Context: an optimization exercise on an open-source flow, tuned for small area, a short achievable clock period and few clock cycles. The choices shown serve that exercise and are no tape-out recipe.
In this exercise RTL edits were held to simulation tests only and were not proved equivalent to the original.
Power figures rest on the tool's default switching activity, not on a simulated workload.

==> design/flow/config.mk <==
export PLATFORM = sky130hd
export DESIGN_NAME = lt_core
export DESIGN_NICKNAME = lt_core
export VERILOG_FILES = /design/flow/design.v
export SDC_FILE = /design/flow/constraint.sdc
export NUM_CORES = 4
export LEC_CHECK = 0
export CAP_MARGIN = 20
export CORE_MARGIN = 2
export CORE_UTILIZATION = 40
export SLEW_MARGIN = 20
==> design/flow/constraint.sdc <==
create_clock -name core_clock -period 11.0 [get_ports {clk}]
set_input_delay 2.2000 -clock core_clock [delete_from_list [all_inputs] [get_ports {clk}]]
set_output_delay 2.2000 -clock core_clock [all_outputs]
set_load 0.01 [all_outputs]
==> design/flow/design.v <==
module lt_core (
    input  wire         clk,
    input  wire         rst,           
    input  wire [31:0]  cal_scale,     
    input  wire [47:0]  cal_offset,    
    input  wire         cmd_valid,
    output wire         cmd_ready,
    input  wire [3:0]   cmd_op,
    input  wire [7:0]   cmd_len,
    input  wire [63:0]  cmd_now,
    input  wire         dat_valid,
    output wire         dat_ready,
    input  wire [7:0]   dat_byte,
    output wire         res_valid,
    input  wire         res_ready,
    output wire [2:0]   res_tag,
    output wire [2:0]   res_kind,
    output wire [7:0]   res_addr,
    output wire [7:0]   res_cmd,
    output wire [7:0]   res_len,
    output wire [7:0]   res_chk,
    output wire [127:0] res_payload,
    output wire [63:0]  res_value,
    output wire [15:0]  res_raw,
    output wire [7:0]   res_status,
    output wire [63:0]  res_seq,
    output wire [63:0]  res_info0,
    output wire [63:0]  res_info1
);
    localparam [7:0] START_MARKER = 8'h02;
    localparam [7:0] CHANNEL_ADDR = 8'h01;
    localparam [7:0] CMD_RAW_REQ  = 8'h01;
    localparam [7:0] CMD_RAW_RESP = 8'h81;
    localparam [7:0] CMD_SOSM3    = 8'h03;
    localparam [7:0] MAX_PAYLOAD  = 8'd16;
    localparam [7:0] SOSM3_LEN    = 8'd3;
    localparam [7:0] FAULT_MASK   = 8'hFB;
    localparam [63:0] REQ_TIMEOUT = 64'd1000;
    localparam [7:0] SMALL_FEED   = 8'd63;     
    localparam [3:0] OP_FEED  = 4'd1;
    localparam [3:0] OP_RESET = 4'd2;
    localparam [3:0] OP_SEND  = 4'd3;
    localparam [3:0] OP_POLL  = 4'd4;
    localparam [2:0] TAG_TELEGRAM = 3'd1;
    localparam [2:0] TAG_MEAS     = 3'd2;
    localparam [2:0] TAG_RESP     = 3'd3;
    localparam [2:0] TAG_ERR      = 3'd4;
    localparam [2:0] TAG_TX       = 3'd6;
    localparam [2:0] E_CHECKSUM   = 3'd1;
    localparam [2:0] E_LENGTH     = 3'd2;
    localparam [2:0] E_OVERFLOW   = 3'd3;
    localparam [2:0] E_STATUS     = 3'd4;
    localparam [2:0] E_TIMEOUT    = 3'd5;
    localparam [2:0] E_INFLIGHT   = 3'd6;
    localparam [2:0] F_SEEK = 3'd0;
    localparam [2:0] F_H1   = 3'd1;
    localparam [2:0] F_H2   = 3'd2;
    localparam [2:0] F_H3   = 3'd3;
    localparam [2:0] F_PAY  = 3'd4;
    localparam [2:0] F_CHK  = 3'd5;
    reg [31:0]  scale_q;
    reg [63:0]  offk_q;                
    reg [7:0]   mem [0:23];
    reg [4:0]   head, rp, wp;
    reg [7:0]   rem, skip;
    reg [7:0]   rem2;                  
    reg         x_small2;
    reg         bq_v;
    reg [7:0]   b_q;
    reg [4:0]   bpos;                  
    reg         fm_v;                  
    reg [4:0]   fm_pos;                
    reg [7:0]   len_q;
    reg         x_small, x_big, x_send, x_poll, x_reset;
    reg         cmd_ready_q, dat_ready_q;
    reg [2:0]   fs;
    reg [3:0]   pidx, plast;
    reg [7:0]   sum;
    reg [7:0]   t_addr, t_cmd, t_len, t_chk;
    reg [127:0] t_payload;
    reg         cstate;
    reg [53:0]  dl_t;                  
    reg [9:0]   dl_lo;
    reg         dl_c;
    wire [54:0] dl_hi  = {1'b0, dl_t} + {54'd0, dl_c};
    wire [63:0] dl     = {dl_hi[53:0], dl_lo};
    wire        dl_sat = dl_hi[54];    
    reg [7:0]   tgt, teq;              
    wire now_gt = tgt[7] | teq[7] & (tgt[6] | teq[6] & (tgt[5] | teq[5] & (tgt[4] |
                  teq[4] & (tgt[3] | teq[3] & (tgt[2] | teq[2] & (tgt[1] | teq[1] & tgt[0]))))));
    reg [63:0]  mseq;
    reg         r_valid;
    reg [2:0]   r_tag, r_kind;
    reg         pend_v, pend_tx;       
    reg [2:0]   pend_tag, pend_kind;
    reg [7:0]   r_info0;
    reg [63:0]  r_value;
    wire [15:0] raw = {t_payload[7:0], t_payload[15:8]};
    reg  [7:0] bc_one, bc_two, bc_neg;
    wire [33:0] s1  = {{2{scale_q[31]}}, scale_q};
    wire [33:0] s2  = {scale_q[31], scale_q, 1'b0};
    wire [49:0] pp [0:8];
    genvar gj;
    generate
        for (gj = 0; gj < 8; gj = gj + 1) begin : g_booth
            wire [33:0] m   = ({34{bc_one[gj]}} & s1) | ({34{bc_two[gj]}} & s2);
            wire [33:0] row = m ^ {34{bc_neg[gj]}};
            assign pp[gj] = {16'd0, ~row[33], row[32:0]} << (2*gj);
        end
    endgenerate
    assign pp[8] = {34'd0, bc_neg[7], 1'b0, bc_neg[6], 1'b0, bc_neg[5], 1'b0, bc_neg[4], 1'b0,
                    bc_neg[3], 1'b0, bc_neg[2], 1'b0, bc_neg[1], 1'b0, bc_neg[0]};
    function [99:0] csa;
        input [49:0] a, b, c;
        begin
            csa[49:0]  = a ^ b ^ c;
            csa[99:50] = {(a[48:0] & b[48:0]) | (a[48:0] & c[48:0]) | (b[48:0] & c[48:0]), 1'b0};
        end
    endfunction
    wire [99:0] l1a = csa(pp[0], pp[1], pp[2]);
    wire [99:0] l1b = csa(pp[3], pp[4], pp[5]);
    wire [99:0] l1c = csa(pp[6], pp[7], pp[8]);
    wire [99:0] l2a = csa(l1a[49:0], l1a[99:50], l1b[49:0]);
    wire [99:0] l2b = csa(l1b[99:50], l1c[49:0], l1c[99:50]);
    wire [99:0] l3  = csa(l2a[49:0], l2a[99:50], l2b[49:0]);
    wire [99:0] l4  = csa(l3[49:0], l3[99:50], l2b[99:50]);
    reg [49:0] m_s, m_c;
    always @(posedge clk) begin
        m_s <= l4[49:0];
        m_c <= l4[99:50];
    end
    wire [63:0] f_a = {14'd0, m_s};
    wire [63:0] f_b = {14'd0, m_c};
    wire [63:0] f_c = offk_q;
    wire [63:0] f1s = f_a ^ f_b ^ f_c;
    wire [63:0] f1c = {(f_a[62:0] & f_b[62:0]) | (f_a[62:0] & f_c[62:0]) | (f_b[62:0] & f_c[62:0]), 1'b0};
    wire [32:0] dec_lo = {1'b0, f1s[31:0]} + {1'b0, f1c[31:0]};
    wire [31:0] dec_hi = f1s[63:32] + f1c[63:32] + {31'd0, dec_c32};
    reg         dec_c32;
    reg  k_addr, k_resp, k_sm3, k_len3, dec_fault;
    reg  [1:0] bc_age;
    reg        bc_early;
    wire       dec_wait = (fs == F_CHK) && k_addr && k_len3 && (k_sm3 || k_resp) && (bc_age < 2'd2);
    wire is_rsp = cstate && k_addr && k_len3 && k_resp;
    wire is_sm3 = k_addr && k_len3 && k_sm3;
    wire       cmd_take = cmd_valid & cmd_ready_q;
    wire       dat_take = dat_valid & dat_ready_q;
    function [4:0] wrap;
        input [5:0] v;             
        wrap = (v >= 6'd24) ? v[4:0] - 5'd24 : v[4:0];
    endfunction
    function [4:0] inc;
        input [4:0] v;
        inc = (v == 5'd23) ? 5'd0 : v + 5'd1;
    endfunction
    wire [5:0] fill_d   = {1'b0, wp} - {1'b0, head};
    wire [4:0] fill     = fill_d[5] ? fill_d[4:0] + 5'd24 : fill_d[4:0];
    wire [7:0] rd_byte  = mem[rp];
    wire [8:0] ov_total   = {4'd0, fill} + {1'b0, len_q};
    wire [7:0] ov_back    = 8'd128 - len_q;
    reg        ov, ov_inwin, x_big_arm;
    reg  [7:0] ov_dropped, ov_skip;
    reg  [4:0] ov_head;
    always @(posedge clk) begin
        ov         <= ov_total > 9'd128;
        ov_dropped <= ov_total[7:0] - 8'd128;
        ov_inwin   <= ov_total[7:0] - 8'd128 <= {3'd0, fill};
        ov_skip    <= ov_total[7:0] - 8'd128 - {3'd0, fill};
        ov_head    <= wrap({1'b0, wp} + 6'd24 - {1'b0, ov_back[4:0]});
        x_big_arm  <= x_big && fr_idle && !rst;
    end
    wire fr_idle  = (rem == 8'd0) && !x_small && !bq_v && (rp == wp);
    wire main_free = !r_valid || res_ready;
    wire fr_stop;
    wire x_big_go   = x_big && x_big_arm && fr_idle && !r_valid && !pend_v;
    wire x_send_go  = x_send && fr_stop && !pend_v;
    wire x_poll_go  = x_poll && fr_stop && !pend_v;
    wire x_reset_go = x_reset && fr_stop;
    wire x_go_any   = x_send_go | x_poll_go | x_reset_go;
    wire x_keep     = (x_send && !x_send_go) | (x_poll && !x_poll_go) | (x_reset && !x_reset_go);
    wire feed_s     = (cmd_op == OP_FEED) && (cmd_len[7:6] == 2'b00);
    wire [7:0] rem_base  = x_small ? rem + len_q : rem;
    wire [7:0] rem2_base = x_small2 ? rem2 + len_q : rem2;
    reg  [4:0]   head_n, rp_n, wp_n;
    reg  [7:0]   rem_n, skip_n, rem2_n;
    reg          x_small2_n;
    reg          bqv_n;
    reg  [7:0]   bq_n;
    reg  [4:0]   bpos_n;
    reg          fm_v_n;
    reg  [4:0]   fm_pos_n;
    reg          fail;
    reg          x_small_n, x_big_n, x_send_n, x_poll_n, x_reset_n;
    reg  [2:0]   fs_n;
    reg  [3:0]   pidx_n, plast_n;
    reg  [7:0]   sum_n;
    reg  [7:0]   t_addr_n, t_cmd_n, t_len_n, t_chk_n;
    reg  [127:0] t_payload_n;
    reg          cstate_n;
    reg          inc_seq;
    reg          load_e;                
    reg          load_x;                
    reg          x_tx;
    reg  [2:0]   x_tag, x_kind;
    reg  [2:0]   tag_n, kind_n;
    reg  [7:0]   info0_n;
    reg          e_go, flush;
    always @(*) begin
        head_n = head;  rp_n = rp;  wp_n = wp;
        rem_n = rem;    skip_n = skip;
        bqv_n = bq_v;   bq_n = b_q;  bpos_n = bpos;
        fm_v_n = fm_v;  fm_pos_n = fm_pos;
        fail = 1'b0;
        fs_n = fs;      pidx_n = pidx;  plast_n = plast;  sum_n = sum;
        t_addr_n = t_addr;  t_cmd_n = t_cmd;  t_len_n = t_len;  t_chk_n = t_chk;
        t_payload_n = t_payload;
        cstate_n = cstate;
        inc_seq = 1'b0;
        load_e = 1'b0;  load_x = 1'b0;  x_tx = 1'b0;
        x_tag = TAG_ERR;  x_kind = E_INFLIGHT;
        tag_n = r_tag;  kind_n = r_kind;  info0_n = r_info0;
        flush = 1'b0;
        x_small_n  = cmd_take && feed_s && !x_keep;
        x_small2_n = cmd_take && feed_s && x_keep;
        x_big_n   = (cmd_take && cmd_op == OP_FEED && !feed_s) | (x_big && !x_big_go);
        x_send_n  = (cmd_take && cmd_op == OP_SEND)  | (x_send && !x_send_go);
        x_poll_n  = (cmd_take && cmd_op == OP_POLL)  | (x_poll && !x_poll_go);
        x_reset_n = (cmd_take && cmd_op == OP_RESET) | (x_reset && !x_reset_go);
        if (x_go_any) begin
            rem_n  = rem2_base;
            rem2_n = 8'd0;
        end else begin
            rem_n  = rem_base;
            rem2_n = rem2_base;
        end
        if (dat_take) begin
            rem_n = rem_n - 8'd1;
            if (skip != 8'd0)
                skip_n = skip - 8'd1;
            else
                wp_n = inc(wp);
        end
        e_go = bq_v && !((r_valid || pend_v) && fs != F_SEEK) && !dec_wait;
        if (e_go) begin
            if (fs != F_SEEK && b_q == START_MARKER && !fm_v) begin
                fm_v_n   = 1'b1;
                fm_pos_n = bpos;
            end
            case (fs)
            F_SEEK: begin
                if (b_q == START_MARKER) begin
                    fs_n   = F_H1;
                    sum_n  = b_q;
                    fm_v_n = 1'b0;
                end else begin
                    head_n = rp;
                end
            end
            F_H1: begin
                t_addr_n = b_q;
                sum_n    = sum + b_q;
                fs_n     = F_H2;
            end
            F_H2: begin
                t_cmd_n = b_q;
                sum_n   = sum + b_q;
                fs_n    = F_H3;
            end
            F_H3: begin
                if (b_q > MAX_PAYLOAD) begin
                    fail    = 1'b1;
                    load_e  = 1'b1;
                    tag_n   = TAG_ERR;
                    kind_n  = E_LENGTH;
                    info0_n = b_q;
                end else begin
                    t_len_n = b_q;
                    sum_n   = sum + b_q;
                    plast_n = b_q[3:0] - 4'd1;
                    pidx_n  = 4'd0;
                    fs_n    = (b_q == 8'd0) ? F_CHK : F_PAY;
                end
            end
            F_PAY: begin
                t_payload_n[pidx*8 +: 8] = b_q;
                sum_n  = sum + b_q;
                pidx_n = pidx + 4'd1;
                if (pidx == plast)
                    fs_n = F_CHK;
            end
            default: begin   
                t_chk_n = b_q;
                load_e  = 1'b1;
                if (sum == b_q) begin
                    fs_n   = F_SEEK;
                    head_n = rp;
                    if (is_rsp || is_sm3) begin
                        if (is_rsp) cstate_n = 1'b0;
                        inc_seq = 1'b1;
                        tag_n   = dec_fault ? TAG_ERR : (is_rsp ? TAG_RESP : TAG_MEAS);
                        kind_n  = dec_fault ? E_STATUS : 3'd0;
                    end else begin
                        tag_n  = TAG_TELEGRAM;
                        kind_n = 3'd0;
                    end
                end else begin
                    fail    = 1'b1;
                    tag_n   = TAG_ERR;
                    kind_n  = E_CHECKSUM;
                    info0_n = sum;
                end
            end
            endcase
            if (fail) begin
                fm_v_n = 1'b0;
                if (fm_v) begin
                    head_n = fm_pos;
                    fs_n   = F_H1;
                    sum_n  = START_MARKER;
                    flush  = 1'b1;
                end else if (b_q == START_MARKER) begin
                    head_n = bpos;
                    fs_n   = F_H1;
                    sum_n  = START_MARKER;
                end else begin
                    head_n = rp;
                    fs_n   = F_SEEK;
                end
            end
        end
        if (flush) begin
            bqv_n = 1'b0;
            rp_n  = inc(fm_pos);
        end else if (!bq_v || e_go) begin
            if (rp != wp) begin
                bq_n   = rd_byte;
                bpos_n = rp;
                rp_n   = inc(rp);
                bqv_n  = 1'b1;
            end else if (dat_take && skip == 8'd0) begin
                bq_n   = dat_byte;
                bpos_n = rp;
                rp_n   = inc(rp);
                bqv_n  = 1'b1;
            end else begin
                bqv_n = 1'b0;
            end
        end
        if (x_reset_go) begin
            head_n = wp;
            rp_n   = wp;
            bqv_n  = 1'b0;
            fs_n   = F_SEEK;
            fm_v_n = 1'b0;
        end
        if (x_big_go) begin
            rem_n = len_q;
            if (ov) begin
                fs_n   = F_SEEK;
                fm_v_n = 1'b0;
                if (ov_inwin) begin
                    head_n = ov_head;
                    rp_n   = ov_head;
                    skip_n = 8'd0;
                end else begin
                    head_n = wp;
                    rp_n   = wp;
                    skip_n = ov_skip;
                end
                load_e  = 1'b1;
                tag_n   = TAG_ERR;
                kind_n  = E_OVERFLOW;
                info0_n = ov_dropped;
            end else begin
                skip_n = 8'd0;
            end
        end
        if (x_send_go) begin
            load_x = 1'b1;
            if (!cstate_n) begin
                cstate_n = 1'b1;
                x_tx     = 1'b1;
                x_tag    = TAG_TX;
                x_kind   = 3'd0;
                rp_n   = head_n;
                bqv_n  = 1'b0;
                fs_n   = F_SEEK;
                fm_v_n = 1'b0;
            end
        end
        if (x_poll_go && cstate_n && !dl_sat && now_gt) begin
            cstate_n = 1'b0;
            load_x   = 1'b1;
            x_kind   = E_TIMEOUT;
        end
    end
    wire to_main = !load_e && main_free;
    wire move_p  = pend_v && main_free;
    wire poll_to = x_poll_go && cstate && !dl_sat && now_gt;
    wire xm      = to_main & (x_send_go | poll_to);
    wire xm_tx   = x_send_go & !cstate;
    wire load_m  = load_e | xm | move_p;
    wire load_tx = (xm & xm_tx) | (move_p & pend_tx);
    wire [2:0] m_tag  = move_p ? pend_tag  : xm ? (xm_tx ? TAG_TX : TAG_ERR) : tag_n;
    wire [2:0] m_kind = move_p ? pend_kind : xm ? (xm_tx ? 3'd0 : x_send_go ? E_INFLIGHT : E_TIMEOUT) : kind_n;
    wire pend_v_n = (pend_v & !move_p) | (load_x & !to_main);
    wire r_valid_n = load_m | (r_valid & !res_ready);
    assign fr_stop = (rem == 8'd0) && !x_small && (rp == wp) && (!bq_v || (e_go && !flush));
    wire r_free    = !bq_v || e_go;
    wire [4:0] rp_nt = flush ? inc(fm_pos) : (r_free && rp != wp) ? inc(rp) : rp;
    wire bqv_nt    = flush ? 1'b0 : r_free ? (rp != wp) : bq_v;
    wire e_sure    = !((r_valid | load_e | load_x | pend_v) && fs_n != F_SEEK) &&
                     !((fs_n == F_CHK) && (bc_age_n < 2'd2)) &&
                     !(fm_v_n && (fs_n == F_H3 || fs_n == F_CHK));
    wire stop_take   = (rem == 8'd1) && (skip == 8'd0) && !flush && r_free && (rp == wp) && e_sure;
    wire stop_notake = (rem == 8'd0) && (rp_nt == wp) && (!bqv_nt || e_sure);
    wire stop_n    = (dat_take ? stop_take : stop_notake) && !x_small && !x_big && !x_send_go &&
                     !(x_go_any && (rem2 != 8'd0 || x_small2));
    wire stop_all_n = stop_n && (rem2 == 8'd0) && !x_small2;
    wire go_pred_n = x_keep && stop_n && !(pend_v | load_x);
    wire x_free_n  = !x_keep || go_pred_n;
    wire nosend_n = cmd_valid && (cmd_op != OP_SEND);
    wire feedseen_n = cmd_valid && feed_s;
    wire rem_ok   = (rem[7:5] == 3'd0) && (rem2[7:5] == 3'd0) && !x_big;
    wire cmd_ready_n = !cmd_take && rem_ok && (
        (x_free_n && (!(cstate_n | x_send) || stop_all_n || nosend_n)) ||
        feedseen_n);
    wire [7:0] rem_nb = x_go_any ? rem2_base : rem_base;
    wire rem_nz = x_big_go ? (len_q != 8'd0) : dat_take ? (rem_nb != 8'd1) : (rem_nb != 8'd0);
    wire room_n   = fill <= 5'd21;
    wire rem2_go  = x_keep && stop_n && !(pend_v | load_x) && !x_go_any;
    wire dat_ready_n = (rem_nz | (cmd_take & feed_s & (!x_keep | rem2_go)) |
                        ((rem2_base != 8'd0) & rem2_go)) & room_n;
    integer g;
    wire bq_load = !flush && (!bq_v || e_go) && ((rp != wp) || (dat_take && skip == 8'd0));
    wire bc_a    = e_go && fs == F_PAY && pidx == 4'd0 && bq_load;
    wire bc_b    = e_go && fs == F_PAY && pidx == 4'd1 && !bc_early;
    wire [15:0] braw    = bc_a ? {b_q, bq_n} : {t_payload[7:0], b_q};
    wire [7:0]  braw_m1 = {braw[13], braw[11], braw[9], braw[7], braw[5], braw[3], braw[1], 1'b0};
    wire [1:0]  bc_age_n = (bc_a || bc_b) ? 2'd0 : (bc_age == 2'd3) ? 2'd3 : bc_age + 2'd1;
    always @(posedge clk) begin
        scale_q  <= cal_scale;
        offk_q   <= {{{16{cal_offset[47]}}, cal_offset[47:33]} - 31'd21845, cal_offset[32:0]};
        mem[wp]  <= dat_byte;
        if (!(x_big && !x_big_go))
            len_q <= cmd_len;
        if (!(x_poll && !x_poll_go))
            for (g = 0; g < 8; g = g + 1) begin
                tgt[g] <= cmd_now[8*g +: 8] >  dl[8*g +: 8];
                teq[g] <= cmd_now[8*g +: 8] == dl[8*g +: 8];
            end
        if (!cstate_n && !x_send)
            {dl_t, dl_c, dl_lo} <= {cmd_now[63:10], {1'b0, cmd_now[9:0]} + REQ_TIMEOUT[10:0]};
        b_q       <= bq_n;
        bc_age <= bc_age_n;
        if (e_go && fs == F_PAY && pidx == 4'd0)
            bc_early <= bq_load;
        if (bc_a || bc_b)
            for (g = 0; g < 8; g = g + 1) begin
                bc_one[g] <= braw[2*g] ^ braw_m1[g];
                bc_two[g] <= (braw[2*g+1] & ~braw[2*g] & ~braw_m1[g]) |
                             (~braw[2*g+1] & braw[2*g] & braw_m1[g]);
                bc_neg[g] <= braw[2*g+1];
            end
        bpos      <= bpos_n;
        fm_pos    <= fm_pos_n;
        fm_v      <= fm_v_n;
        pidx      <= pidx_n;
        plast     <= plast_n;
        sum       <= sum_n;
        t_addr    <= t_addr_n;
        t_cmd     <= t_cmd_n;
        t_len     <= load_tx ? 8'd5 : t_len_n;
        t_chk     <= t_chk_n;
        t_payload <= load_tx ? {t_payload_n[127:40], 8'h04, 8'h00, CMD_RAW_REQ, CHANNEL_ADDR, START_MARKER}
                             : t_payload_n;
        r_tag     <= load_m ? m_tag : r_tag;
        r_kind    <= load_m ? m_kind : r_kind;
        r_info0   <= info0_n;
        if (load_x) begin
            pend_tx   <= x_tx;
            pend_tag  <= x_tag;
            pend_kind <= x_kind;
        end
        r_value <= {dec_hi, dec_lo[31:0]};
        dec_c32 <= dec_lo[32];
        if (e_go) begin
            if (fs == F_H1)
                k_addr <= b_q == CHANNEL_ADDR;
            if (fs == F_H2) begin
                k_resp <= b_q == CMD_RAW_RESP;
                k_sm3  <= b_q == CMD_SOSM3;
            end
            if (fs == F_H3)
                k_len3 <= b_q == SOSM3_LEN;
            if (fs == F_PAY && pidx == 4'd2)
                dec_fault <= (b_q & FAULT_MASK) != 8'd0;
        end
        if (rst) begin
            head        <= 5'd0;
            rp          <= 5'd0;
            wp          <= 5'd0;
            rem         <= 8'd0;
            skip        <= 8'd0;
            bq_v        <= 1'b0;
            fs          <= F_SEEK;
            x_small     <= 1'b0;
            x_small2    <= 1'b0;
            rem2        <= 8'd0;
            x_big       <= 1'b0;
            x_send      <= 1'b0;
            x_poll      <= 1'b0;
            x_reset     <= 1'b0;
            cmd_ready_q <= 1'b0;
            dat_ready_q <= 1'b0;
            cstate      <= 1'b0;
            mseq        <= 64'd0;
            r_valid     <= 1'b0;
            pend_v      <= 1'b0;
        end else begin
            head        <= head_n;
            rp          <= rp_n;
            wp          <= wp_n;
            rem         <= rem_n;
            skip        <= skip_n;
            bq_v        <= bqv_n;
            fs          <= fs_n;
            x_small     <= x_small_n;
            x_small2    <= x_small2_n;
            rem2        <= rem2_n;
            x_big       <= x_big_n;
            x_send      <= x_send_n;
            x_poll      <= x_poll_n;
            x_reset     <= x_reset_n;
            cmd_ready_q <= cmd_ready_n;
            dat_ready_q <= dat_ready_n;
            cstate      <= cstate_n;
            if (inc_seq)
                mseq <= mseq + 64'd1;
            r_valid     <= r_valid_n;
            pend_v      <= pend_v_n;
        end
    end
    assign cmd_ready   = cmd_ready_q;
    assign dat_ready   = dat_ready_q;
    assign res_valid   = r_valid;
    assign res_tag     = r_tag;
    assign res_kind    = r_kind;
    assign res_addr    = t_addr;
    assign res_cmd     = t_cmd;
    assign res_len     = t_len;
    assign res_chk     = t_chk;
    assign res_payload = t_payload;
    assign res_value   = r_value;
    assign res_raw     = raw;
    assign res_status  = t_payload[23:16];
    assign res_seq     = mseq;
    assign res_info0   = {56'd0, r_info0};
    assign res_info1   = {56'd0, t_chk};
endmodule
==> design/flow/flow/run.sh <==
#!/bin/bash
# The standard synthesis and layout (standard.sh), with timing repair
# aimed below the design's clock period, buf_2 port buffers, a denser
# floorplan and larger clock-tree sink clusters.  Each step's full log is
# under orfs/logs; make's output goes to synth.log and layout.log here.
set -euo pipefail
bash standard.sh synth > synth.log 2>&1
bash standard.sh \
    SETUP_SLACK_MARGIN=7.3 \
    CORE_UTILIZATION=65 PLACE_DENSITY=0.75 \
    "BUFFER_PORTS_ARGS=-buffer_cell sky130_fd_sc_hd__buf_2" \
    CTS_CLUSTER_SIZE=26 CTS_CLUSTER_DIAMETER=90 \
    finish > layout.log 2>&1
==> design/flow/standard.sh <==
#!/bin/bash
# synth_recipe.tcl (not shown) runs the flow's synth.tcl, then flattens the netlist and writes it again
# the make line also repeats each setting of config.mk as NAME=value (left out here)
make -C /OpenROAD-flow-scripts/flow DESIGN_CONFIG=/design/flow/config.mk WORK_HOME=/design/flow/orfs CLKGATE_MAP_FILE= SYNTH_SCRIPT=/design/flow/synth_recipe.tcl "${@:-finish}"
==> flow_summary.ini, run 1 <==
[global_routing]
grt-busiest-layer = met2
antenna_found_initial = 15
grt_first_pass_wirelength_um = 206000
met3_usage = 0.0503
grt_start_max_net_pins = 90
grtUsageMet1 = 0.439
track_usage = 0.325
globalRouteOverflowTotal = 0
first_global_vias = 35533
use_met2 = 0.539

[timing]
max_freq_ghz = 0.273
rsz0062_at_grt = yes
fin_crit_sh = 0.333
fin_crit_ps = 3660
skew_ps = 25.4
hold_viol_final = 0
slew_viol_final = 0
slew_headroom = 0.243
finalSetupTns_ps = 0
setup_viol = 0
tightest_slew_ps = 1130

[setup_path]
cp_max_fo = 4
critical-path-top-delay-family = flip-flops
cp_num_cells = 1
critPathLaunchType = register
slowest_stage = dfxtp_1
cp-end-kind = output pin
r2r_cells = 12
crit_arrival_ps = 1460
crit_chain = buf_2
critPathBufInv = 1
cp-startpoint = t_payload[3]
worstPathRequired_ps = 8800
crit_path_max_incr_delay_ps = 600
path_class = register to output pin
r2r_start = m_s[2]

[power]
power.density_nw_per_um2 = 200
power_w = 0.0112
p_seq_frac = 0.410
power.internal_w = 0.00696
p_comb_frac = 0.416
clkPwrFrac = 0.174
p_sw_frac = 0.379
peakVddDrop_v = 0.000222
leakage_nw = 22.9
switchingPower_w = 0.00426

[cts]
clkLatencyLatePin_ps = 650
tritoncts = built
cts.sinks = 906
cts_htree_levels = 2
cts_buffers = 44
clockBufferDepth = 3
root_buffer = clkbuf_16
holdBufCountCts = 0
cts.clk_slew.worst_paths_ps = 110

[floorplan]
rows = 102
io_pins = 618
start_util = 0.659
core_um2 = 77700
die_w_um = 285
die_area_um2 = 81100
die_h_um = 285

[synth]
syn_area_per_cell_um2 = 11.1
synthFlopType = edfxtp_1
synth_cells = 4600
ys_async_sr_fraction = 0
yosysWarningCount = 1
syn-cell-area_um2 = 51300
synth_seq_area_share = 0.443
synth_cell_types = 89
synth-seq-cells = 906
synth-edff-count = 458

[placement]
dpl.hpwl_um = 96400
gp_congestion = 0.952
place_area_um2 = 53900
port_buffers = 505

[route]
drt_wl_total_um = 134000
drtIter0Drc = 3294
wl_per_cell_um = 22.2
ant_nets = 0
firstDrtPassIters = 6
drc_errors = 0
viasPerCell = 5.99
vias = 36188

[hold_path]
min-delay-start = bc_age[0]
hold_depth = 1
min_path_type = register to register

[layout]
drive_gt1_frac = 0.186
final-seq-area_um2 = 22800
num-fill-cells = 5649
syn_to_final_growth_pct = 9.61
multi_input_area_um2 = 26200
stdcell_area_um2 = 56200
layout.nets = 5626

[run_status]
outcome = timing/DRC/antenna clean

[job]
maxCapViolations = 0
[cells in the final DEF, fill, tap and decap left out, types with 112 or more instances in the layout]
master    netlist  routed
nand2_1       257     250
nor2_1        300     285
xor2_1        185     183
fa_1          241     238
buf_2          12     505
conb_1          1     112
inv_1         314     308
a22oi_1       267     267
xnor2_1       312     309
a21oi_1       173     160
edfxtp_1      458     458
ha_1          257     255
dfxtp_1       448     427
[power groups by stage]
stage / logic [W] / registers, W / clock network, W
floorplan: 0.00327 / 0.00452 / 0
global placement: 0.00427 / 0.00466 / 0
detailed placement: 0.00437 / 0.00467 / 0
CTS: 0.00451 / 0.00460 / 0.00198
global route: 0.00518 / 0.00465 / 0.00209
finish: 0.00467 / 0.00460 / 0.00195
[worst paths after layout]
kind,to,slack (ps)
setup / recovery,res_payload[3],7340
hold / removal,bc_age[0],460
setup reg to reg,r_value[31],7360
hold reg to reg,bc_age[0],460
[through the flow]
step	setup slack (ps)	std cells	hold WS [ps]	util
finish	7340	6043	461	0.723
global route	7160	6043	480	0.723
CTS	7280	5996	454	0.715
detailed placement	6520	5904	439	0.694
global placement	6660	5904	420	0.693
floorplan	7290	4711	406	-
[metal layers]
layer | vias to the layer above | wire length (µm)
met3 | 281 | 10800
li1 | 16533 | -
met1 | 17857 | 53800
met5 | - | 0
met4 | 0 | 4630
met2 | 1517 | 64900
[Yosys cell counts (37+ instances only)]
cell | n | share of area
xor2_1 | 185 | 0.032
a21o_1 | 37 | 0.0054
a22oi_1 | 267 | 0.039
clkbuf_1 | 198 | 0.014
nand4_1 | 49 | 0.0060
nand3_1 | 85 | 0.0083
mux4_2 | 56 | 0.025
and3_1 | 58 | 0.0071
a21oi_1 | 173 | 0.017
edfxtp_1 | 458 | 0.27
ha_1 | 257 | 0.063
mux2_2 | 77 | 0.017
o21ai_0 | 113 | 0.011
buf_4 | 148 | 0.022
inv_1 | 314 | 0.023
nor2b_1 | 42 | 0.0051
nand2_1 | 257 | 0.019
xnor2_1 | 312 | 0.053
dfxtp_1 | 448 | 0.17
nor3_1 | 83 | 0.0081
mux2i_1 | 81 | 0.016
nor2_1 | 300 | 0.022
fa_1 | 241 | 0.094
[logic make-up (layout without fill, tap and decap cells)]
kind of cell             after synthesis  count (layout)  share of synthesized area
other                                  1             121                  0.0000732
AO/OA/AOI/OAI                        766             766                      0.100
flip-flops                           906             906                      0.443
AND/OR/NAND/NOR                     1009            1009                     0.0939
buffers and inverters                709             992                     0.0635
multiplexers                         214             214                     0.0573
adder cells (fa/ha/maj)              498             498                      0.157
XOR/XNOR                             497             497                     0.0849
[what timing repair did]
item                                    in CTS  in global routing
pin swaps                                   11                 22
buffers inserted                            11                 38
endpoints found under the setup margin     271                218
resized for setup                           54                 75
[layout make-up]
| cell class | instances | share of cell area |
|---|---|---|
| flip-flops and latches | 906 | 0.405 |
| multi-input cells | 3096 | 0.467 |
| clock buffers | 67 | 0.0211 |
| repair buffers | 596 | 0.0581 |
| well taps | 1040 | 0.0232 |
| diodes | 9 | 0.000401 |
| inverters | 315 | 0.0215 |
| clock inverters | 14 | 0.00367 |
[state kept, by name, indices dropped and copies added (netlist names), 10 cells and up]
signal     count
m_s           48
m_c           45
mem          192
scale_q       32
r_value       64
t_payload    128
offk_q        49
mseq          64
dl_lo         10
dl_t          54
Testbench counts, summed over its fixed seeds: cycles 20,519.
==> run 2, diff against run 1 <==
--- a/design/flow/design.v
+++ b/design/flow/design.v
@@ -160,5 +160,7 @@
     wire [7:0] ov_back    = 8'd128 - len_q;
-    reg        ov, ov_inwin, x_big_arm;
-    reg  [7:0] ov_dropped, ov_skip;
-    reg  [4:0] ov_head;
+    wire       ov_inwin   = ov_dropped <= {3'd0, fill};
+    wire [7:0] ov_skip    = ov_dropped - {3'd0, fill};
+    wire [4:0] ov_head    = wrap({1'b0, wp} + 6'd24 - {1'b0, ov_back[4:0]});
+    reg        ov, x_big_arm;
+    reg  [7:0] ov_dropped;
     always @(posedge clk) begin
@@ -166,5 +168,2 @@
         ov_dropped <= ov_total[7:0] - 8'd128;
-        ov_inwin   <= ov_total[7:0] - 8'd128 <= {3'd0, fill};
-        ov_skip    <= ov_total[7:0] - 8'd128 - {3'd0, fill};
-        ov_head    <= wrap({1'b0, wp} + 6'd24 - {1'b0, ov_back[4:0]});
         x_big_arm  <= x_big && fr_idle && !rst;
--- a/design/flow/flow/run.sh
+++ b/design/flow/flow/run.sh
@@ -8,3 +8,3 @@
 bash standard.sh \
-    SETUP_SLACK_MARGIN=7.3 \
+    SETUP_SLACK_MARGIN=7.5 \
     CORE_UTILIZATION=65 PLACE_DENSITY=0.75 \
==> run 2 against run 1 <==
Against the previous run: critical endpoint is now head[4]; hold slack got worse by 12 ps; critical path type is now register to register; clock power fell by 3%; largest power group unchanged; fmax fell by 4.2%; via count rose by 6.1%; register-to-register slack got worse by 180 ps; highest routed layer is now met5; clock skew rose by 18 ps; non-clock buffer count rose by 96; sequential cell count fell by 14; final cell count rose by 3.3%; critical path depth rose by 19.
==> flow_summary.ini, run 2 <==
[layout]
drive_gt1_frac = 0.220
layout_common_cells = buf_2 (499), edfxtp_1 (458), dfxtp_1 (353)
syn_to_final_growth_pct = 13.1
final_cells = 6243
largestRegisters = mem: 192 flops, t_payload: 128 flops
layout.nets = 5820
num-fill-cells = 5605
final_common_cell = buf_2
largest_register_ffs = 192
top_register = mem

[setup_path]
crit_chain = inv_6 -> ha_4 -> buf_4 -> nor2b_4 -> o21a_1 -> or2_4 -> or3_4 -> o21a_1 -> o21ai_2 -> inv_2 -> ha_4 -> a21o_1 -> a211oi_4 -> o21ai_4 -> buf_4 -> buf_4 -> nand2_1 -> o21ai_2 -> a21oi_2 -> a21boi_1
path_class = register to register
cp-end-kind = register
critPathLaunchType = register
cp_max_fo = 4
worstPathRequired_ps = 11580
crit_path_max_incr_delay_ps = 390
cpMostUsedCell = buf_4
slowest_stage = or3_4
crit_arrival_ps = 4400

[synth]
synth_top_cell_by_area = edfxtp_1
synth-edff-count = 458
synth.area.top_cells = edfxtp_1 (27%), dfxtp_1 (17%), fa_1 (9.4%)
synth_top_cell_area_share = 0.267
synth_cell_types = 103
yosysWarningCount = 1
synth_most_common_cell = edfxtp_1
ys_top_cells_by_count = edfxtp_1 (458), dfxtp_1 (434), inv_1 (308)
synthFlopType = edfxtp_1
synth_seq_area_share = 0.436
synth-seq-cells = 892
ys_async_sr_fraction = 0
syn-cell-area_um2 = 51500
syn_area_per_cell_um2 = 11.0
synth_cells = 4704

[hold_path]
min_path_type = register to register

[placement]
dp.cells = 6019
dpl.hpwl_um = 98200
port_buffers = 505
gp_congestion = 0.930

[floorplan]
start_util = 0.654
core_um2 = 78700
die_w_um = 286
rows = 103
die_area_um2 = 81500
io_pins = 618
die_h_um = 286

[route]
drt_wl_total_um = 141000
drtIter0Drc = 3589
firstDrtPassIters = 9
wl_per_cell_um = 22.5
vias = 38400
ant_nets = 0
viasPerCell = 6.15
drc_errors = 0

[global_routing]
met3_usage = 0.0498
first_global_vias = 37114
grt_first_pass_wirelength_um = 212000
grtUsageMet1 = 0.445
track_usage = 0.334
use_met2 = 0.545
antenna_found_initial = 13
globalRouteOverflowTotal = 0
grt-busiest-layer = met2
grt_start_max_net_pins = 58

[cts]
root_buffer = clkbuf_16
cts.clk_slew.worst_paths_ps = 120
clkLatencyLatePin_ps = 660
clockBufferDepth = 3
cts_htree_levels = 2
cts.sinks = 892
cts_buffers = 43
tritoncts = built

[timing]
slew_viol_final = 0
setup_viol = 0
max_freq_ghz = 0.262
hold_viol_final = 0
fin_crit_sh = 0.347
skew_ps = 43.1
finalSetupTns_ps = 0
slew_headroom = 0.212
fin_crit_ps = 3820
tightest_slew_ps = 1170
rsz0062_at_grt = yes

[power]
power.density_nw_per_um2 = 202
leakage_nw = 23.7
peakVddDrop_v = 0.000150

[run_status]
outcome = timing/DRC/antenna clean

[job]
maxCapViolations = 0
## run 2: cell types whose count changed after synthesis, moves of 11 or more
cell / previous run / this run
o21a_1: 25 / 48
dfxtp_1: 448 / 434
nand2_1: 257 / 295
nor3_1: 83 / 68
mux2i_1: 81 / 49
mux2_2: 77 / 23
a22o_1: 5 / 25
or3_1: 20 / 31
a21oi_1: 173 / 152
o21ai_0: 113 / 137
o21ai_1: 7 / 24
and3_1: 58 / 46
## run 2: final cells by class
type                    count  area, µm²  area share
inverters                 314       1200      0.0205
repair buffers            692       4250      0.0729
well taps                1050       1310      0.0225
multi-input cells        3209      27600       0.473
clock buffers              65       1190      0.0204
clock inverters            13        161     0.00277
flip-flops and latches    892      22600       0.387
diodes                      8       20.0    0.000344
## run 2: worst paths after layout
check / slack, ps / end / startpoint / cells past startpoint
max: 7180 / head[4] / wp[0] / 20
min: 450 / bc_age[0] / bc_age[0] / 1
max reg2reg: 7180 / head[4] / wp[0] / 20
min reg2reg: 450 / bc_age[0] / bc_age[0] / 1
## run 2: what timing repair did
item                       4_1_cts  5_1_grt
gates resized for setup        195      146
setup buffers                   80       54
hold buffers                     0        0
cloned                           3        1
setup endpoints to repair      389      300
pin swaps                       46       79
## run 2: power breakdown
group | leakage, nW | total (W) | internal, W | switching [W]
sequential | 7.92 | 0.00448 | 0.00408 | 0.000397
combinational | 15.1 | 0.00541 | 0.00239 | 0.00303
clock | 0.652 | 0.00190 | 0.000787 | 0.00111
## run 2: metrics by stage
stage	hold slack (ps)	cell area, µm²	setup WS, ps	total power [W]	util
2_1_floorplan	406	52300	6810	0.00793	-
3_3_place_gp	424	54500	5930	0.00920	0.692
3_5_place_dp	427	54500	5870	0.00931	0.692
4_1_cts	449	57200	7260	0.0115	0.727
5_1_grt	452	58300	6970	0.0125	0.740
6_report	449	58300	7180	0.0118	0.740
## run 2: critical path, delay by kind of cell, from the launching register on
| family | cells | cell delay, ps |
|---|---|---|
| fa+ha+maj | 2 | 370 |
| flops | 1 | 380 |
| buf+inv | 5 | 570 |
| simple gates | 4 | 780 |
| compound gates | 9 | 1650 |
## run 2: kinds of logic after synthesis
| family | count (synthesis) | share of synthesized area |
|---|---|---|
| simple gates | 1089 | 0.105 |
| compound gates | 898 | 0.119 |
| flops | 892 | 0.436 |
| buf+inv | 715 | 0.0632 |
| fa+ha+maj | 499 | 0.156 |
| xor+xnor | 482 | 0.0819 |
| mux | 128 | 0.0390 |
| other cells | 1 | 0.0000728 |
## run 2: metal layers
| metal | vias to the layer above | wire (µm) |
|---|---|---|
| li1 | 17256 | - |
| met1 | 18869 | 54900 |
| met2 | 1906 | 67200 |
| met3 | 367 | 11800 |
| met4 | 2 | 6690 |
| met5 | - | 11 |
Testbench counts of run 2, summed over its fixed seeds: cycles 20,519.
==> run 3, diff against run 2 <==
--- a/design/flow/design.v
+++ b/design/flow/design.v
@@ -160,7 +160,5 @@
     wire [7:0] ov_back    = 8'd128 - len_q;
-    wire       ov_inwin   = ov_dropped <= {3'd0, fill};
-    wire [7:0] ov_skip    = ov_dropped - {3'd0, fill};
-    wire [4:0] ov_head    = wrap({1'b0, wp} + 6'd24 - {1'b0, ov_back[4:0]});
-    reg        ov, x_big_arm;
-    reg  [7:0] ov_dropped;
+    reg        ov, ov_inwin, x_big_arm;
+    reg  [7:0] ov_dropped, ov_skip;
+    reg  [4:0] ov_head;
     always @(posedge clk) begin
@@ -168,2 +166,5 @@
         ov_dropped <= ov_total[7:0] - 8'd128;
+        ov_inwin   <= ov_total[7:0] - 8'd128 <= {3'd0, fill};
+        ov_skip    <= ov_total[7:0] - 8'd128 - {3'd0, fill};
+        ov_head    <= wrap({1'b0, wp} + 6'd24 - {1'b0, ov_back[4:0]});
         x_big_arm  <= x_big && fr_idle && !rst;
@@ -423,5 +424,7 @@
     wire rem_ok   = (rem[7:5] == 3'd0) && (rem2[7:5] == 3'd0) && !x_big;
-    wire cmd_ready_n = !cmd_take && rem_ok && (
-        (x_free_n && (!(cstate_n | x_send) || stop_all_n || nosend_n)) ||
-        feedseen_n);
+    wire cmd_ready_n = rem_ok && (
+        (!cmd_take && ((x_free_n && (!(cstate_n | x_send) || stop_all_n || nosend_n)) ||
+                       feedseen_n)) ||
+        (cmd_take && (cmd_op == OP_SEND || cmd_op == OP_POLL || cmd_op == OP_RESET) &&
+         !x_keep && stop_all_n && !(pend_v | load_x)));
     wire [7:0] rem_nb = x_go_any ? rem2_base : rem_base;
==> run 3 against run 2 <==
Against the previous run: still clean; clock-buffer cell count is 2 higher; synthesized cell count shrank 1.4%; hold slack lost 7.1 ps; synthesized area decreased by 0.80%; combinational power increased by 3%; highest routed layer unchanged.
==> flow_summary.ini, run 3 <==
[timing]
tightest_slew_ps = 1090
fin_crit_ps = 3820
max_freq_ghz = 0.262
setup_viol = 0
rsz0062_at_grt = yes
hold_viol_final = 0
slew_viol_final = 0
finalSetupTns_ps = 0
skew_ps = 52.3
fin_crit_sh = 0.347
slew_headroom = 0.263

[run_status]
outcome = timing/DRC/antenna clean

[placement]
port_buffers = 505
dpl.hpwl_um = 97000
gp_congestion = 0.927

[layout]
drive_gt1_frac = 0.241
largestRegisters = mem: 192 flops, t_payload: 128 flops
layout_common_cells = buf_2 (495), edfxtp_1 (458), dfxtp_1 (360)
layout.nets = 5844
multi_input_area_um2 = 27300
largest_register_ffs = 192
num-fill-cells = 5220
final_common_cell = buf_2
syn_to_final_growth_pct = 15.8
final-seq-area_um2 = 22900
top_register = mem

[power]
power_w = 0.0120
p_seq_frac = 0.375
peakVddDrop_v = 0.000251
power.internal_w = 0.00744
power.density_nw_per_um2 = 203
p_comb_frac = 0.463
clkPwrFrac = 0.162
switchingPower_w = 0.00458
leakage_nw = 24.4
p_sw_frac = 0.381

[global_routing]
grt_start_max_net_pins = 91
track_usage = 0.340
first_global_vias = 36816
antenna_found_initial = 13
globalRouteOverflowTotal = 0
grt_first_pass_wirelength_um = 216000

[setup_path]
cp-end-kind = register
cp-startpoint = b_q[0]
reg2reg_slack_ps = 7180
crit_path_max_incr_delay_ps = 530
crit_arrival_ps = 4170
cp_max_fo = 8
r2r_cells = 13
path_class = register to register
r2r_start = b_q[0]
worstPathRequired_ps = 11360
regToRegEndpoint = dl_lo[5]
cpMostUsedCell = buf_12
crit_chain = buf_6 -> ha_4 -> or4_4 -> or4_4 -> or3_4 -> buf_12 -> buf_4 -> buf_6 -> o21a_4 -> a21oi_4 -> buf_12 -> buf_12 -> clkbuf_16
worstSetupEndpoint = dl_lo[5]
slowest_stage = or4_4
critPathLaunchType = register

[cts]
clkLatencyLatePin_ps = 660
cts_htree_levels = 2
holdBufCountCts = 0
root_buffer = clkbuf_16
cts.clk_slew.worst_paths_ps = 110
tritoncts = built
cts.sinks = 906
cts_buffers = 44
clockBufferDepth = 3

[synth]
synth_most_common_cell = edfxtp_1
syn-cell-area_um2 = 51100
synth-seq-cells = 906
synth_cells = 4639
yosysWarningCount = 1
ys_top_cells_by_count = edfxtp_1 (458), dfxtp_1 (448), nor2_1 (356)
synth_top_cell_by_area = edfxtp_1
syn_area_per_cell_um2 = 11.0
ys_async_sr_fraction = 0
synth-edff-count = 458
synth_seq_area_share = 0.445
synth_cell_types = 84
synth_top_cell_area_share = 0.269
synth.area.top_cells = edfxtp_1 (27%), dfxtp_1 (18%), fa_1 (9.4%)
synthFlopType = edfxtp_1

[route]
drc_errors = 0
ant_nets = 0
vias = 38270
drtIter0Drc = 3647
drt_wl_total_um = 143000
firstDrtPassIters = 9
wl_per_cell_um = 22.8
viasPerCell = 6.12

[hold_path]
min-delay-start = bc_age[0]
min_path_type = register to register

[floorplan]
start_util = 0.659
rows = 102
core_um2 = 77600
io_pins = 618
die_area_um2 = 80900
die_w_um = 284
die_h_um = 284

[job]
maxCapViolations = 0
==> run 3: cell types whose count changed after synthesis, sizes merged, moves of 9 or more <==
cell   delta
a21o     -12
and2     -17
dfxtp    +14
o21ai    -29
nor2     +55
xor2     +13
nor4      -9
buf      -12
and4      -9
o21a     -19
nand2    -33
a22o     +16
a21oi    +40
==> run 3: repair_timing <==
item,in CTS,in global routing
cloned,5,8
gates resized for setup,272,214
pin swaps,95,88
setup endpoints to repair,425,300
setup buffers,112,86
==> run 3: worst min-delay path by stage <==
stage	to	slack (ps)	depth (start not counted)
after floorplan	bpos[2]	410	0
after global placement	bc_age[0]	420	1
after detailed placement	bc_age[0]	430	1
after CTS	bc_age[0]	440	1
after global routing	fm_pos[0]	470	0
final	bc_age[0]	440	1
==> run 3: layout make-up <==
class | instances | area share
Antenna cell | 9 | 0.000380
Clock buffer | 67 | 0.0208
Clock inverter | 11 | 0.00290
Inverter | 306 | 0.0197
Multi-Input combinational cell | 3150 | 0.461
Sequential cell | 906 | 0.386
Tap cell | 1040 | 0.0220
Timing Repair Buffer | 768 | 0.0873
==> run 3: cell families after synthesis <==
| kind of cell | Yosys count | share of synthesized area |
|---|---|---|
| and+or+nand+nor | 1051 | 0.0972 |
| DFF | 906 | 0.445 |
| AOI/OAI and AO/OA | 861 | 0.114 |
| buffers and inverters | 696 | 0.0619 |
| adders and majority gates | 499 | 0.158 |
| xor gates and xnor gates | 496 | 0.0850 |
| muxes | 129 | 0.0394 |
| other | 1 | 0.0000734 |
==> run 3: power by group through the flow <==
stage | Clock, W | Sequential [W] | Combinational, W
after CTS | 0.00197 | 0.00451 | 0.00513
final | 0.00195 | 0.00451 | 0.00556
after detailed placement | 0 | 0.00459 | 0.00450
after global routing | 0.00207 | 0.00456 | 0.00607
after global placement | 0 | 0.00458 | 0.00439
after floorplan | 0 | 0.00452 | 0.00328
==> run 3: critical path: cells and delay by family, from the launching register on <==
family	cells	cell delay, ps
AO/OA/AOI/OAI	2	400
adder cells (fa/ha/maj)	1	230
buffers and inverters	7	1000
flip-flops	1	390
AND/OR/NAND/NOR	3	1490
==> run 3: metal layers <==
layer	track usage	routed length, µm	vias up
li1	-	-	17089
met1	0.462	56400	18811
met2	0.554	67500	1996
met3	0.0611	12900	364
met4	0.114	5510	10
met5	0.0179	218	-
==> run 3: stage by stage <==
stage	setup slack [ps]	hold WS, ps	instance area [µm²]	cells	util
after floorplan	4740	406	51900	4750	-
after global placement	5810	423	54100	5957	0.697
after detailed placement	5750	428	54100	5958	0.697
after CTS	7220	439	57500	6153	0.742
after global routing	7030	470	59200	6254	0.763
final	7180	442	59200	6257	0.763
Testbench counts of run 3, summed over its fixed seeds: cycles 20,349.
==> run 4, diff against run 3 <==
--- a/design/flow/design.v
+++ b/design/flow/design.v
@@ -69,2 +69,3 @@
     reg [7:0]   b_q;
+    reg         bq_mk, bq_big, bq_zero, chk_eq;
     reg [4:0]   bpos;                  
@@ -244,3 +245,3 @@
         if (e_go) begin
-            if (fs != F_SEEK && b_q == START_MARKER && !fm_v) begin
+            if (fs != F_SEEK && bq_mk && !fm_v) begin
                 fm_v_n   = 1'b1;
@@ -250,3 +251,3 @@
             F_SEEK: begin
-                if (b_q == START_MARKER) begin
+                if (bq_mk) begin
                     fs_n   = F_H1;
@@ -269,3 +270,3 @@
             F_H3: begin
-                if (b_q > MAX_PAYLOAD) begin
+                if (bq_big) begin
                     fail    = 1'b1;
@@ -280,3 +281,3 @@
                     pidx_n  = 4'd0;
-                    fs_n    = (b_q == 8'd0) ? F_CHK : F_PAY;
+                    fs_n    = bq_zero ? F_CHK : F_PAY;
                 end
@@ -293,3 +294,3 @@
                 load_e  = 1'b1;
-                if (sum == b_q) begin
+                if (chk_eq) begin
                     fs_n   = F_SEEK;
@@ -320,3 +321,3 @@
                     flush  = 1'b1;
-                end else if (b_q == START_MARKER) begin
+                end else if (bq_mk) begin
                     head_n = bpos;
@@ -456,2 +457,6 @@
         b_q       <= bq_n;
+        bq_mk     <= bq_n == START_MARKER;
+        bq_big    <= bq_n > MAX_PAYLOAD;
+        bq_zero   <= bq_n == 8'd0;
+        chk_eq    <= bq_n == sum_n;
         bc_age <= bc_age_n;
==> run 4 against run 3 <==
Against the previous run: die area grew 1.8%; non-clock buffer count shrank 124; final cell count grew 0.32%; clock power is essentially flat; first-iteration DRC count grew 0.90%; cell area shrank 2.4%.
==> flow_summary.ini, run 4 <==
[run_status]
outcome = timing/DRC/antenna clean

[timing]
slew_headroom = 0.347
fin_crit_ps = 3640
rsz0062_at_grt = yes
skew_ps = 24.8
fin_crit_sh = 0.331
setup_viol = 0
max_freq_ghz = 0.275
tightest_slew_ps = 970
hold_viol_final = 0
slew_viol_final = 0
finalSetupTns_ps = 0
worst_slack_ps = 7360

[global_routing]
first_global_vias = 37590
track_usage = 0.334
grt_start_max_net_pins = 89
grt_first_pass_wirelength_um = 215000
antenna_found_initial = 12
globalRouteOverflowTotal = 0

[setup_path]
regToRegEndpoint = tgt[5]
r2r_start = dl_t[0]
crit_path_max_incr_delay_ps = 370
critPathLaunchType = register
crit_chain = ha_2 -> nand3_2 -> or3_4 -> nor4_4 -> buf_4 -> buf_4 -> buf_4 -> buf_4 -> buf_4 -> and2_4 -> nand3_1 -> xor2_1 -> ha_1 -> o21a_1 -> o21a_1 -> o21a_1 -> o21ai_1 -> nand2b_1 -> a21oi_1 -> nor2_1
cp_max_fo = 3
slowest_stage = edfxtp_1
cp-end-kind = register
r2r_cells = 20
path_class = register to register
worstPathRequired_ps = 11410
cpMostUsedCell = buf_4
reg2reg_slack_ps = 7360
crit_arrival_ps = 4050

[cts]
root_buffer = clkbuf_16
tritoncts = built
cts.clk_slew.worst_paths_ps = 110
clockBufferDepth = 3
cts.sinks = 910
cts_htree_levels = 2
cts_buffers = 44
clkLatencyLatePin_ps = 650

[power]
p_sw_frac = 0.394
p_seq_frac = 0.386
p_comb_frac = 0.454
leakage_nw = 23.7
switchingPower_w = 0.00473
power.internal_w = 0.00726
clkPwrFrac = 0.161
peakVddDrop_v = 0.000165
power.density_nw_per_um2 = 207

[synth]
synth_cell_types = 89
synth.area.top_cells = edfxtp_1 (26%), dfxtp_1 (18%), fa_1 (9.3%)
synth_cells = 4787
synthFlopType = dfxtp_1
synth-seq-cells = 910
ys_async_sr_fraction = 0
synth-edff-count = 450
synth_seq_area_share = 0.437
synth_top_cell_by_area = edfxtp_1
syn-cell-area_um2 = 52000
ys_top_cells_by_count = dfxtp_1 (460), edfxtp_1 (450), inv_1 (319)
syn_area_per_cell_um2 = 10.9
yosysWarningCount = 1
synth_most_common_cell = dfxtp_1
synth_top_cell_area_share = 0.260

[layout]
syn_to_final_growth_pct = 11.0
layout_common_cells = buf_2 (502), edfxtp_1 (450), dfxtp_1 (386)
layout.nets = 5852
num-fill-cells = 5697
largestRegisters = mem: 192 flops, t_payload: 128 flops
largest_register_ffs = 192
final_cells = 6277
drive_gt1_frac = 0.195
final_core_util = 0.730
final_common_cell = buf_2
stdcell_area_um2 = 57700
top_register = mem

[floorplan]
io_pins = 618
die_area_um2 = 82300
start_util = 0.658
die_w_um = 287
die_h_um = 287
core_um2 = 79100
rows = 103

[placement]
pre_cts_ws_ps = 6420
place_area_um2 = 54900
dp.cells = 6110
gp_congestion = 0.940
dpl.hpwl_um = 101000
port_buffers = 505

[route]
drtIter0Drc = 3680
wl_per_cell_um = 22.5
drc_errors = 0
ant_nets = 0
firstDrtPassIters = 7
drt_wl_total_um = 141000
vias = 38473
viasPerCell = 6.13

[hold_path]
hold_end = fm_pos[1]
hold_depth = 0
min-delay-start = bpos[1]
min_path_type = register to register

[job]
maxCapViolations = 0
[run 4: cell count changes after synthesis, moves of 21 or more]
cell	before	now
a21o_1	31	52
o21ai_0	129	169
nand2_1	262	307
a22o_1	41	4
a21oi_1	192	168
nor2_1	356	316
[run 4: logic make-up after synthesis]
kind of cell | count (synthesis) | synth area share
xor gates and xnor gates | 502 | 0.0845
buffers and inverters | 726 | 0.0631
other | 1 | 0.0000721
DFF | 910 | 0.437
and+or+nand+nor | 1099 | 0.101
adders and majority gates | 498 | 0.155
AOI/OAI and AO/OA | 906 | 0.117
muxes | 145 | 0.0425
[run 4: worst max-delay path by stage]
stage,to,slack [ps],from,cells past startpoint
floorplan,cmd_ready_q,7120,dat_valid,10
global placement,dat_ready_q,6420,dat_valid,10
detailed placement,dat_ready_q,6420,dat_valid,10
CTS,tgt[7],7360,dl_t[0],19
global route,tgt[7],7180,dl_t[0],19
finish,tgt[5],7360,dl_t[0],20
[run 4: cell type report]
class                      instances  area (µm²)  share of cell area
antenna                           10        25.0            0.000433
clock buffer                      64        1180              0.0204
clock inverter                    14         174             0.00301
inverter                         323        1220              0.0211
multi-input combinational       3262       27300               0.472
sequential                       910       22800               0.395
tap                             1050        1310              0.0228
timing repair buffer             644        3740              0.0648
[run 4: stage by stage]
stage / hold WS [ps] / total power (W)
5_1_grt: 449 / 0.0127
4_1_cts: 446 / 0.0117
3_5_place_dp: 432 / 0.00967
3_3_place_gp: 425 / 0.00955
6_report: 449 / 0.0120
2_1_floorplan: 403 / 0.00815
[run 4: timing repair]
item                                    4_1_cts  5_1_grt
endpoints found under the setup margin      313      207
pin swaps                                    21       44
buffers inserted                             35       44
hold buffers                                  0        0
resized for setup                           107      129
[run 4: power by group through the flow]
stage | sequential (W) | combinational (W) | clock [W]
after floorplan | 0.00458 | 0.00357 | 0
after global placement | 0.00467 | 0.00489 | 0
after detailed placement | 0.00468 | 0.00500 | 0
after CTS | 0.00461 | 0.00516 | 0.00195
after global routing | 0.00467 | 0.00596 | 0.00206
final | 0.00462 | 0.00544 | 0.00192
[run 4: per-layer routing]
metal | part of all wire | global-route usage
met1 | 0.39 | 0.454
met2 | 0.48 | 0.546
met3 | 0.081 | 0.0425
met4 | 0.043 | 0.136
met5 | 0.000092 | 0
[run 4: worst max-delay path: cells and delay by family, from the launching register on]
family                     cells  cell delay [ps]
and+or+nand+nor                7             1160
AOI/OAI and AO/OA              5              700
buffers and inverters          5              540
adders and majority gates      2              510
DFF                            1              370
xor gates and xnor gates       1              160
Testbench counts of run 4, summed over its fixed seeds: cycles 20,349.
==> run 5, diff against run 4 <==
--- a/design/flow/flow/run.sh
+++ b/design/flow/flow/run.sh
@@ -8,3 +8,3 @@
 bash standard.sh \
-    SETUP_SLACK_MARGIN=7.5 \
+    SETUP_SLACK_MARGIN=7.3 \
     CORE_UTILIZATION=65 PLACE_DENSITY=0.75 \
==> run 5 against run 4 <==
Against the previous run: largest cell class unchanged; synthesized cell count is the same; sequential cell count is the same; sequential power is essentially flat; combinational power shrank 4.4%; critical path type unchanged; clock-buffer cell count grew 1; sequential share of layout area grew 0.48 points; utilization shrank 1.1 points; power shrank 2.1%; still clean.
==> flow_summary.ini, run 5 <==
[timing]
slew_headroom = 0.338
skew_ps = 41.4
fin_crit_ps = 3770
finalSetupTns_ps = 0
max_freq_ghz = 0.265
hold_viol_final = 0
tightest_slew_ps = 986
fin_crit_sh = 0.343
setup_viol = 0
rsz0062_at_grt = yes
slew_viol_final = 0

[synth]
synth_top_cell_by_area = edfxtp_1
synth_cell_types = 89
ys_top_cells_by_count = dfxtp_1 (460), edfxtp_1 (450), inv_1 (319)
synth_seq_area_share = 0.437
synth-edff-count = 450
synth-seq-cells = 910
yosysWarningCount = 1
syn-cell-area_um2 = 52000
synth_cells = 4787
ys_async_sr_fraction = 0
syn_area_per_cell_um2 = 10.9
synthFlopType = dfxtp_1
synth_most_common_cell = dfxtp_1
synth_top_cell_area_share = 0.260
synth.area.top_cells = edfxtp_1 (26%), dfxtp_1 (18%), fa_1 (9.3%)

[setup_path]
cp_max_fo = 5
reg2reg_slack_ps = 7230
cp-end-kind = register
crit_path_max_incr_delay_ps = 440
regToRegEndpoint = tgt[7]
path_class = register to register
critPathLaunchType = register
cpMostUsedCell = o21a_1
r2r_cells = 19
crit_chain = ha_4 -> nand3_4 -> or3_4 -> nor4_4 -> nand2_2 -> nor3_4 -> nand2_2 -> nor2_4 -> xnor2_2 -> ha_4 -> nor2b_1 -> o21a_1 -> o21a_1 -> o21a_1 -> o21a_1 -> o21ai_1 -> nand2b_1 -> a21oi_2 -> nor2_1
slowest_stage = or3_4
r2r_start = dl_c
worstPathRequired_ps = 11400
crit_arrival_ps = 4170

[hold_path]
min_path_type = register to register
hold_depth = 1
min-delay-start = bc_age[0]
hold_end = bc_age[0]

[layout]
syn_to_final_growth_pct = 9.30
final_common_cell = buf_2
final_cells = 6222
layout_common_cells = buf_2 (504), edfxtp_1 (450), dfxtp_1 (435)
largestRegisters = mem: 192 flops, t_payload: 128 flops
drive_gt1_frac = 0.169
largest_register_ffs = 192
top_register = mem
layout.nets = 5801

[route]
viasPerCell = 6.14
drc_errors = 0
drtIter0Drc = 3595
vias = 38194
firstDrtPassIters = 9
wl_per_cell_um = 22.1
ant_nets = 0
drt_wl_total_um = 138000

[floorplan]
die_area_um2 = 82300
rows = 103
io_pins = 618
die_h_um = 287
start_util = 0.658
die_w_um = 287
core_um2 = 79100

[cts]
root_buffer = clkbuf_16
clockBufferDepth = 3
cts_htree_levels = 2
clkLatencyLatePin_ps = 670
cts_buffers = 43
holdBufCountCts = 0
tritoncts = built
cts.sinks = 910
cts.clk_slew.worst_paths_ps = 100

[global_routing]
grt_first_pass_wirelength_um = 209000
track_usage = 0.325
globalRouteOverflowTotal = 0
antenna_found_initial = 12
grt_start_max_net_pins = 89
first_global_vias = 36748

[run_status]
outcome = timing/DRC/antenna clean

[job]
maxCapViolations = 0

[power]
power.density_nw_per_um2 = 206
peakVddDrop_v = 0.000203
leakage_nw = 23.3

[placement]
dp.cells = 6108
port_buffers = 505
dpl.hpwl_um = 100000
gp_congestion = 0.937
[run 5: repair_timing]
action	in CTS	in global routing
endpoints found under the setup margin	128	158
gates resized for setup	23	66
buffers inserted	5	25
cloned	0	1
pin swaps	3	19
[run 5: logic make-up after synthesis]
family | count (synthesis) | share of synthesized area
and+or+nand+nor | 1099 | 0.101
AOI/OAI and AO/OA | 906 | 0.117
adders and majority gates | 498 | 0.155
muxes | 145 | 0.0425
other | 1 | 0.0000721
xor gates and xnor gates | 502 | 0.0845
buffers and inverters | 726 | 0.0631
DFF | 910 | 0.437
[run 5: metrics by stage]
stage / setup WS, ps / total power (W) / util / hold slack (ps) / instance area (µm²)
floorplan: 7050 / 0.00815 / - / 403 / 52700
global placement: 6470 / 0.00956 / 0.694 / 428 / 54900
detailed placement: 6420 / 0.00967 / 0.694 / 437 / 54900
CTS: 7130 / 0.0116 / 0.713 / 456 / 56400
global route: 7020 / 0.0124 / 0.719 / 476 / 56900
finish: 7230 / 0.0117 / 0.719 / 456 / 56900
[run 5: area by class of cell]
type,instances,area (µm²)
inverter,323,1220
multi-input combinational,3263,27000
clock inverter,10,176
fill,5771,22300
sequential,910,22800
clock buffer,65,1170
tap,1050,1310
timing repair buffer,593,3230
antenna,8,20.0
[run 5: worst max path at each step]
stage	slack (ps)	cells after the start	endpoint	start
floorplan	7050	9	bc_two[1]	dat_valid
global placement	6470	10	dat_ready_q	dat_valid
detailed placement	6420	10	dat_ready_q	dat_valid
CTS	7130	18	tgt[7]	dl_t[12]
global route	7020	19	tgt[7]	dl_c
finish	7230	19	tgt[7]	dl_c
[run 5: per-layer routing]
metal / up-vias / routed length (µm) / track usage
met2: 1804 / 66700 / 0.538
met5: - / 62 / 0
met3: 345 / 11200 / 0.0526
met4: 8 / 5050 / 0.118
met1: 18745 / 54600 / 0.435
li1: 17292 / - / -
[run 5: worst max-delay path: cells and delay by family (launching register included)]
family	cells	cell delay (ps)
AND/OR/NAND/NOR	10	1690
adder cells (fa/ha/maj)	2	390
AO/OA/AOI/OAI	6	920
flip-flops	1	390
XOR/XNOR	1	140
[run 5: where the power goes]
group / switching [W] / internal (W)
combinational: 0.00304 / 0.00216
clock: 0.00112 / 0.000793
sequential: 0.000449 / 0.00417
total: 0.00460 / 0.00713

-- afterwards: timing with drivers on the ports --
How much do the figures lean on ideal ports? The routed layouts below were timed once more, with nothing changed but the port constraints.
Step 1 sets driving cells, clkbuf_16 on the clock port and buf_2 on the other inputs (assumed; they add their load-dependent delay and slew).
Step 2 adds t to the input delays and takes it off the output delays; t is the mean of the earliest and latest rising clock arrival at the registers after step 1. Input paths then give back, and output paths get back, about the clock's delay inside the block.
a / b / c = ideal / step 1 / step 2; a / b = the first two.
run	t (ns)	setup WS [ns]	worst register clock-pin slew, ns	worst data-port slew with drivers (ns)	cell pins on the clock port's net
run 1	0.712	7.340 / 7.268 / 6.757	0.11 / 0.11	0.10	1
run 2	0.714	7.180 / 7.180 / 6.620	0.12 / 0.12	0.10	1
run 3	0.708	7.184 / 7.184 / 6.517	0.11 / 0.11	0.14	1
run 4	0.709	7.358 / 7.358 / 6.811	0.11 / 0.11	0.11	1
run 5	0.718	7.229 / 7.229 / 6.619	0.11 / 0.11	0.09	1
After both steps setup and hold are still met in every run listed. For run 3, which loses most, drivers alone change the setup slack by 0.000 ns; drivers and shift together by -0.667 ns.
